Source: an optimization exercise on an open RTL-to-GDS flow (aim: small area, a short achievable clock period and few clock cycles per item). Production flows keep margins and buffers that such runs may drop.
RTL that was checked went through simulation tests only; none was proved equivalent to the original.
Power and IR drop assume default switching activity.

## qvlc_enc
module qvlc_enc (
    input  wire        clk,
    input  wire        rst,         
    input  wire        in_valid,
    output wire        in_ready,
    input  wire [15:0] in_coef,     
    input  wire [3:0]  in_qno,      
    input  wire [1:0]  in_cls,      
    input  wire        in_mode,     
    output wire        out_valid,
    input  wire        out_ready,
    output wire [15:0] out_val,     
    output wire [4:0]  out_len,     
    output wire        out_last,    
    output wire        out_err,     
    output wire [11:0] out_bits     
);
Settings: LEC_CHECK=0, CAP_MARGIN=20, CORE_MARGIN=2, CORE_UTILIZATION=70, CTS_CLUSTER_DIAMETER=100, CTS_CLUSTER_SIZE=30, SETUP_SLACK_MARGIN=5, SLEW_MARGIN=20; clock period 9.0 ns.
standard.sh (not shown) runs the stock make flow with config.mk's settings and CLKGATE_MAP_FILE= SYNTH_SCRIPT=/design/flow/synth_recipe.tcl, a recipe that flattens the netlist after the stock synthesis.
==> flow/flow/run.sh <==
#!/bin/bash
set -euo pipefail
bash standard.sh finish SETUP_SLACK_MARGIN=6.5 > standard_make.log 2>&1
Testbench counts at the start, summed over its fixed seeds: cycles 21,000, blocks 320.
Rerun with:
--- a/flow/design.v
+++ b/flow/design.v
@@ -79,23 +79,21 @@
     wire [7:0]  q_amp = v + {7'd0, c};
     wire        p_nz  = (pamp != 8'd0);
     assign ring_in = pv ? {pdc || (pneg && p_nz), pdc ? 8'd0 : pamp}
                         : ring[(RL-1)*9 +: 9];
     reg        ract;                
     reg  [5:0] run;
     reg        rz0, rz1, rz2;       
     reg  [5:0] rd;                  
     reg        al;                  
-    wire [8:0] look = ring[60*9 +: 9];
-    wire       lz   = (look[7:0] == 8'd0);
-    wire       la1  = (look[7:0] == 8'd1);
     reg        tz, ta1, ta2, ta3;   
     reg        tm;                  
+    reg        lz, la1, lm;         
     reg        ov;                  
     reg [15:0] oval;
     reg  [4:0] olen;
     reg        olast;
     reg        ofirst;              
     reg        oerr;
     reg  [9:0] obits;               
     wire       ospace = !ov || out_ready;
     wire [7:0] amp   = tap[7:0];
@@ -190,23 +188,26 @@
             mode <= in_mode;
         end
         if (in_fire && (!werr || wj == 6'd1))
             widx <= wj;
         if (in_fire && wj != 6'd0)
             werr <= ibig || (werr && wj != 6'd1);
         if (in_fire) sh <= sh_n;
         pamp  <= q_amp;
         pneg  <= x_neg;
+        lz  <= (ring[59*9 +: 8] == 8'd0);
+        la1 <= (ring[59*9 +: 8] == 8'd1);
+        lm  <= (ring[59*9 +: 9] == 9'h100);
         tz  <= lz;
         ta1 <= la1;
-        tm  <= lz && look[8];
-        ta2 <= (look[7:0] == 8'd2);
-        ta3 <= (look[7:0] == 8'd3);
+        tm  <= lm;
+        ta2 <= (ring[60*9 +: 8] == 8'd2);
+        ta3 <= (ring[60*9 +: 8] == 8'd3);
         if (load) begin
             oerr  <= do_err;
             olast <= do_err || is_eob;
             oval  <= do_err ? {10'd0, widx} : t_val;
             olen  <= do_err ? 5'd0 : t_len;
             obits <= do_err ? 10'd0 : (ofirst ? 10'd0 : obits) + {5'd0, t_len};
         end
     end
     assign out_valid = ov;
Maximum frequency went up by 3.3%.
Global-route usage went up by 0.23 points.
Cell area is about the same.
Register-to-register slack improved by 190 ps.
Cell count stays the same.
Power went up by 0.52%.
Count of clock-buffer cells in the layout stays the same.
Synthesized cell count went up by 0.58%.
Die area went up by 0.38%.
Setup slack improved by 100 ps.
Critical path depth went down by 1.
Function not checked in the second run of this note: the RTL went through the layout flow alone.

## north
The RTL this note starts from:
==> flow/design.v <==
module qvlc_enc (
    input  wire        clk,
    input  wire        rst,         
    input  wire        in_valid,
    output wire        in_ready,
    input  wire [15:0] in_coef,     
    input  wire [3:0]  in_qno,      
    input  wire [1:0]  in_cls,      
    input  wire        in_mode,     
    output wire        out_valid,
    input  wire        out_ready,
    output wire [15:0] out_val,     
    output wire [4:0]  out_len,     
    output wire        out_last,    
    output wire        out_err,     
    output wire [11:0] out_bits     
);
    localparam RL = 64;             
    reg  [RL*9-1:0] ring;           
    wire [8:0]      ring_in;        
    always @(posedge clk)
        ring <= {ring[(RL-1)*9-1:0], ring_in};
    wire [8:0] tap  = ring[61*9 +: 9];    
    reg        rdy;                 
    reg  [5:0] wd;                  
    reg  [6:0] span;                
    reg  [5:0] wj;                  
    reg  [3:0] qe;                  
    reg        c3;                  
    reg        mode;
    reg        werr;                
    reg  [5:0] widx;                
    reg        pv;                  
    reg        pdc;                 
    reg [15:0] pcoef;
    reg  [2:0] psh;
    reg        pend;
    reg        perr;
    reg  [5:0] pidx;
    wire in_fire = in_valid && rdy && !rst;
    wire [1:0] zone = mode ? wj[1:0] : wj[5:4];
    wire [3:0] qs   = qe + {2'd0, zone};
    wire [2:0] sh   = (qs[3:2] == 2'd0) ? {2'd0, c3} : qs[3:1] - 3'd1;
    wire [14:0] ix  = in_coef[14:0];
    reg         ibig;
    always @(*) begin
        case (sh)
            3'd0:    ibig = in_coef[15] ? !((&ix[14:8])  && (|ix[7:0]))  : (|ix[14:8]);
            3'd1:    ibig = in_coef[15] ? !((&ix[14:9])  && (|ix[8:0]))  : (|ix[14:9]);
            3'd2:    ibig = in_coef[15] ? !((&ix[14:10]) && (|ix[9:0]))  : (|ix[14:10]);
            3'd3:    ibig = in_coef[15] ? !((&ix[14:11]) && (|ix[10:0])) : (|ix[14:11]);
            3'd4:    ibig = in_coef[15] ? !((&ix[14:12]) && (|ix[11:0])) : (|ix[14:12]);
            default: ibig = in_coef[15] ? !((&ix[14:13]) && (|ix[12:0])) : (|ix[14:13]);
        endcase
    end
    wire        x_neg = pcoef[15];
    wire [14:0] u     = pcoef[14:0] ^ {15{x_neg}};
    wire [14:0] v     = u >> psh;
    reg         c;
    always @(*) begin
        case (psh)
            3'd0:    c = x_neg;
            3'd1:    c = x_neg & u[0];
            3'd2:    c = x_neg & (&u[1:0]);
            3'd3:    c = x_neg & (&u[2:0]);
            3'd4:    c = x_neg & (&u[3:0]);
            default: c = x_neg & (&u[4:0]);
        endcase
    end
    wire [7:0]  q_lo  = v[7:0] + {7'd0, c};
    wire        q_nz  = (q_lo != 8'd0);
    assign ring_in = pv ? {pdc || (x_neg && q_nz), pdc ? 8'd0 : q_lo}
                        : ring[(RL-1)*9 +: 9];
    reg        ract;                
    reg  [5:0] run;
    reg  [5:0] rd;                  
    reg        al;                  
    reg        tz, ta1, ta2, ta3;   
    reg        tm;                  
    reg        lz, la1, lm;         
    reg        ov;                  
    reg [15:0] oval;
    reg  [4:0] olen;
    reg        olast;
    reg        ofirst;              
    reg        oerr;
    reg [11:0] obits;
    wire       ospace = !ov || out_ready;
    wire [7:0] amp   = tap[7:0];
    wire       sgn   = tap[8];
    wire [5:0] r     = ract ? run : 6'd0;
    wire       r_0   = (r == 6'd0);
    wire       r_1   = (r == 6'd1);
    wire       r_2   = (r == 6'd2);
    wire       is_eob = tm;
    wire       split1 = tz && !lz && (!la1 || !(r_0 || r_1));
    reg [15:0] t_val;
    reg  [4:0] t_len;
    always @(*) begin
        if (is_eob) begin
            t_val = 16'h0006; t_len = 5'd4;
        end else if (tz) begin                         
            if (r_0) begin t_val = 16'h007C;           t_len = 5'd7;  end
            else     begin t_val = {10'h07E, r};       t_len = 5'd13; end
        end else if (ta1 && r_1) begin
            t_val = {11'd0, 4'b0111, sgn};  t_len = 5'd5;
        end else if (ta1 && r_2) begin
            t_val = {10'd0, 5'b10100, sgn}; t_len = 5'd6;
        end else if (ta1) begin
            t_val = {14'd0, 1'b0, sgn};     t_len = 5'd3;
        end else if (ta2) begin
            t_val = {12'd0, 3'b010, sgn};   t_len = 5'd4;
        end else if (ta3) begin
            t_val = {11'd0, 4'b1000, sgn};  t_len = 5'd5;
        end else begin
            t_val = {7'b1111111, amp, sgn}; t_len = 5'd16;
        end
    end
    wire emit    = is_eob || !tz || split1;
    wire start   = !ract && pend;                       
    wire do_err  = start && perr && ospace;
    wire can_go  = al && (ract || (pend && !perr));
    wire step    = can_go && (!emit || ospace);
    wire load    = (step && emit) || do_err;
    wire s_le63 = (span[6] == 1'b0);
    wire s_64   = (span == 7'd64);
    wire s_65   = (span == 7'd65);
    wire span_ok = do_err || s_le63 || (s_64 && !(in_fire && !step)) ||
                   (s_65 && step && !in_fire);
    wire [6:0] span_n = span + {6'd0, in_fire} - {6'd0, step} - (do_err ? 7'd64 : 7'd0);
    assign in_ready = rdy;
    always @(posedge clk) begin
        if (rst) begin
            rdy    <= 1'b1;
            wd     <= 6'd1;
            rd     <= 6'd2;
            al     <= 1'b1;
            span   <= 7'd0;
            wj     <= 6'd0;
            pv     <= 1'b0;
            pdc    <= 1'b0;
            pend   <= 1'b0;
            ract   <= 1'b0;
            ov     <= 1'b0;
            ofirst <= 1'b1;
        end else begin
            wd   <= in_fire ? wd : wd - 6'd1;
            span <= span_n;
            rdy  <= (in_fire || wd == 6'd2) && span_ok;
            pv   <= in_fire;
            pdc  <= in_fire && (wj == 6'd0);
            if (in_fire) wj <= wj + 6'd1;
            if (in_fire && wj == 6'd63) pend <= 1'b1;
            else if (start && (do_err || step)) pend <= 1'b0;
            rd <= step ? rd : rd - 6'd1;
            al <= step ? al : (rd == 6'd3);
            if (step) begin
                ract <= !is_eob;
                run  <= tz ? r + 6'd1 : 6'd0;
            end
            if (load) ov <= 1'b1;
            else if (out_ready) ov <= 1'b0;
            if (load) ofirst <= do_err || is_eob;
        end
    end
    always @(posedge clk) begin
        if (in_fire && wj == 6'd0) begin
            qe   <= 4'd8 - {1'b0, in_qno[3:1]} - {3'd0, in_qno == 4'd15} + {2'd0, in_cls == 2'd3, 1'b0};
            c3   <= (in_cls == 2'd3);
            mode <= in_mode;
        end
        if (in_fire && wj == 6'd0) begin
            werr <= 1'b0;
        end else if (in_fire && ibig && !werr) begin
            werr <= 1'b1;
            widx <= wj;
        end
        pcoef <= in_coef;
        psh   <= sh;
        if (in_fire && wj == 6'd63) begin
            perr <= werr || ibig;
            pidx <= werr ? widx : 6'd63;
        end
        lz  <= (ring[59*9 +: 8] == 8'd0);
        la1 <= (ring[59*9 +: 8] == 8'd1);
        lm  <= (ring[59*9 +: 9] == 9'h100);
        tz  <= lz;
        ta1 <= la1;
        tm  <= lm;
        ta2 <= (ring[60*9 +: 8] == 8'd2);
        ta3 <= (ring[60*9 +: 8] == 8'd3);
        if (load) begin
            oerr  <= do_err;
            olast <= do_err || is_eob;
            oval  <= do_err ? {10'd0, pidx} : t_val;
            olen  <= do_err ? 5'd0 : t_len;
            obits <= do_err ? 12'd0 : (ofirst ? 12'd0 : obits) + {7'd0, t_len};
        end
    end
    assign out_valid = ov;
    assign out_val   = oval;
    assign out_len   = olen;
    assign out_last  = olast;
    assign out_err   = oerr;
    assign out_bits  = obits;
endmodule
Settings: LEC_CHECK=0, CAP_MARGIN=20, CORE_MARGIN=2, CORE_UTILIZATION=70, CTS_CLUSTER_DIAMETER=100, CTS_CLUSTER_SIZE=30, SETUP_SLACK_MARGIN=5, SLEW_MARGIN=20; clock period 9.0 ns.
==> flow/flow/run.sh <==
#!/bin/bash
set -euo pipefail
bash standard.sh finish SETUP_SLACK_MARGIN=6.0 > standard_make.log 2>&1
Testbench counts of north, summed over its fixed seeds: cycles 21,000, blocks 320.
Changes in south relative to north:
--- a/flow/design.v
+++ b/flow/design.v
@@ -29,17 +29,15 @@
     reg        c3;                  
     reg        mode;
     reg        werr;                
     reg  [5:0] widx;                
     reg        pv;                  
     reg        pdc;                 
-    reg [15:0] pcoef;
-    reg  [2:0] psh;
+    reg  [7:0] pamp;                
+    reg        pneg;                
     reg        pend;
-    reg        perr;
-    reg  [5:0] pidx;
     wire in_fire = in_valid && rdy && !rst;
     wire [1:0] zone = mode ? wj[1:0] : wj[5:4];
     wire [3:0] qs   = qe + {2'd0, zone};
     wire [2:0] sh   = (qs[3:2] == 2'd0) ? {2'd0, c3} : qs[3:1] - 3'd1;
     wire [14:0] ix  = in_coef[14:0];
     reg         ibig;
@@ -50,29 +48,28 @@
             3'd2:    ibig = in_coef[15] ? !((&ix[14:10]) && (|ix[9:0]))  : (|ix[14:10]);
             3'd3:    ibig = in_coef[15] ? !((&ix[14:11]) && (|ix[10:0])) : (|ix[14:11]);
             3'd4:    ibig = in_coef[15] ? !((&ix[14:12]) && (|ix[11:0])) : (|ix[14:12]);
             default: ibig = in_coef[15] ? !((&ix[14:13]) && (|ix[12:0])) : (|ix[14:13]);
         endcase
     end
-    wire        x_neg = pcoef[15];
-    wire [14:0] u     = pcoef[14:0] ^ {15{x_neg}};
-    wire [14:0] v     = u >> psh;
+    wire        x_neg = in_coef[15];
+    wire [7:0]  v     = (ix >> sh) ^ {8{x_neg}};
     reg         c;
     always @(*) begin
-        case (psh)
+        case (sh)
             3'd0:    c = x_neg;
-            3'd1:    c = x_neg & u[0];
-            3'd2:    c = x_neg & (&u[1:0]);
-            3'd3:    c = x_neg & (&u[2:0]);
-            3'd4:    c = x_neg & (&u[3:0]);
-            default: c = x_neg & (&u[4:0]);
+            3'd1:    c = x_neg & (ix[0]   == 1'd0);
+            3'd2:    c = x_neg & (ix[1:0] == 2'd0);
+            3'd3:    c = x_neg & (ix[2:0] == 3'd0);
+            3'd4:    c = x_neg & (ix[3:0] == 4'd0);
+            default: c = x_neg & (ix[4:0] == 5'd0);
         endcase
     end
-    wire [7:0]  q_lo  = v[7:0] + {7'd0, c};
-    wire        q_nz  = (q_lo != 8'd0);
-    assign ring_in = pv ? {pdc || (x_neg && q_nz), pdc ? 8'd0 : q_lo}
+    wire [7:0]  q_amp = v + {7'd0, c};
+    wire        p_nz  = (pamp != 8'd0);
+    assign ring_in = pv ? {pdc || (pneg && p_nz), pdc ? 8'd0 : pamp}
                         : ring[(RL-1)*9 +: 9];
     reg        ract;                
     reg  [5:0] run;
     reg  [5:0] rd;                  
     reg        al;                  
     reg        tz, ta1, ta2, ta3;   
@@ -81,13 +78,13 @@
     reg        ov;                  
     reg [15:0] oval;
     reg  [4:0] olen;
     reg        olast;
     reg        ofirst;              
     reg        oerr;
-    reg [11:0] obits;
+    reg  [9:0] obits;               
     wire       ospace = !ov || out_ready;
     wire [7:0] amp   = tap[7:0];
     wire       sgn   = tap[8];
     wire [5:0] r     = ract ? run : 6'd0;
     wire       r_0   = (r == 6'd0);
     wire       r_1   = (r == 6'd1);
@@ -115,14 +112,14 @@
         end else begin
             t_val = {7'b1111111, amp, sgn}; t_len = 5'd16;
         end
     end
     wire emit    = is_eob || !tz || split1;
     wire start   = !ract && pend;                       
-    wire do_err  = start && perr && ospace;
-    wire can_go  = al && (ract || (pend && !perr));
+    wire do_err  = start && werr && ospace;
+    wire can_go  = al && (ract || (pend && !werr));
     wire step    = can_go && (!emit || ospace);
     wire load    = (step && emit) || do_err;
     wire s_le63 = (span[6] == 1'b0);
     wire s_64   = (span == 7'd64);
     wire s_65   = (span == 7'd65);
     wire span_ok = do_err || s_le63 || (s_64 && !(in_fire && !step)) ||
@@ -166,41 +163,37 @@
     always @(posedge clk) begin
         if (in_fire && wj == 6'd0) begin
             qe   <= 4'd8 - {1'b0, in_qno[3:1]} - {3'd0, in_qno == 4'd15} + {2'd0, in_cls == 2'd3, 1'b0};
             c3   <= (in_cls == 2'd3);
             mode <= in_mode;
         end
-        if (in_fire && wj == 6'd0) begin
-            werr <= 1'b0;
-        end else if (in_fire && ibig && !werr) begin
+        if (in_fire && wj != 6'd0 && ibig && (!werr || wj == 6'd1)) begin
             werr <= 1'b1;
             widx <= wj;
+        end else if (in_fire && wj == 6'd1) begin
+            werr <= 1'b0;
         end
-        pcoef <= in_coef;
-        psh   <= sh;
-        if (in_fire && wj == 6'd63) begin
-            perr <= werr || ibig;
-            pidx <= werr ? widx : 6'd63;
-        end
+        pamp  <= q_amp;
+        pneg  <= x_neg;
         lz  <= (ring[59*9 +: 8] == 8'd0);
         la1 <= (ring[59*9 +: 8] == 8'd1);
         lm  <= (ring[59*9 +: 9] == 9'h100);
         tz  <= lz;
         ta1 <= la1;
         tm  <= lm;
         ta2 <= (ring[60*9 +: 8] == 8'd2);
         ta3 <= (ring[60*9 +: 8] == 8'd3);
         if (load) begin
             oerr  <= do_err;
             olast <= do_err || is_eob;
-            oval  <= do_err ? {10'd0, pidx} : t_val;
+            oval  <= do_err ? {10'd0, widx} : t_val;
             olen  <= do_err ? 5'd0 : t_len;
-            obits <= do_err ? 12'd0 : (ofirst ? 12'd0 : obits) + {7'd0, t_len};
+            obits <= do_err ? 10'd0 : (ofirst ? 10'd0 : obits) + {5'd0, t_len};
         end
     end
     assign out_valid = ov;
     assign out_val   = oval;
     assign out_len   = olen;
     assign out_last  = olast;
     assign out_err   = oerr;
-    assign out_bits  = obits;
+    assign out_bits  = {2'd0, obits};
 endmodule
==> summary.txt <==
Summary: with north as the reference, sequential power in south moved down by a few percent. [compare] base=north new=south: number of synthesized register bits fell by 19; XOR/XNOR share of the synthesized area stayed essentially flat; hold slack fell by 0.0062 ns; via count of the first global-routing pass rose by 4.4%; design area fell by 2.4%. In terms of relative contribution of the clock network to total power, north and south differ only marginally. Looking at critical path launch point, the out_ready result is from north; the mode$_DFFE_PP_ one comes from south. The synthesized cell count of south is lower than that of north.
Testbench counts of south, summed over its fixed seeds: cycles 21,000, blocks 320.

## separate check: timing with driven ports
Ports are ideal in the flow. The routed layouts listed here were re-timed in OpenROAD. Step 1 (the two cells are an assumption about what drives the block):
set clk [get_ports {clk}]
set_driving_cell -lib_cell sky130_fd_sc_hd__clkbuf_16 $clk
set_driving_cell -lib_cell sky130_fd_sc_hd__buf_2 [delete_from_list [all_inputs] $clk]
Step 2 adds t to the input delays and takes it off the output delays; t is the mean of the earliest and latest rising clock arrival at the registers after step 1. Input paths then give back, and output paths get back, about the clock's delay inside the block. Slacks: no drivers / after step 1 / after step 2; pairs: no drivers / after step 1.
| run | t (ns) | slack for setup (ns) | clock arrival spread, ns | slew at the worst register clock pin (ns) | worst slew at a driven data input, ns |
|---|---|---|---|---|---|
| the first run of note 1 | 0.617 | 5.756 / 5.772 / 5.155 | 0.022 / 0.023 | 0.12 / 0.12 | 0.08 |
| the second run of note 1 | 0.624 | 5.860 / 5.825 / 5.229 | 0.041 / 0.042 | 0.12 / 0.12 | 0.08 |
| north | 0.606 | 5.673 / 5.687 / 5.081 | 0.048 / 0.048 | 0.12 / 0.12 | 0.04 |
| south | 0.606 | 5.210 / 5.210 / 4.624 | 0.028 / 0.028 | 0.13 / 0.13 | 0.06 |
After both steps setup and hold are still met in every run listed. For the second run of note 1, which loses most, drivers alone change the setup slack by -0.035 ns; drivers and shift together by -0.631 ns.
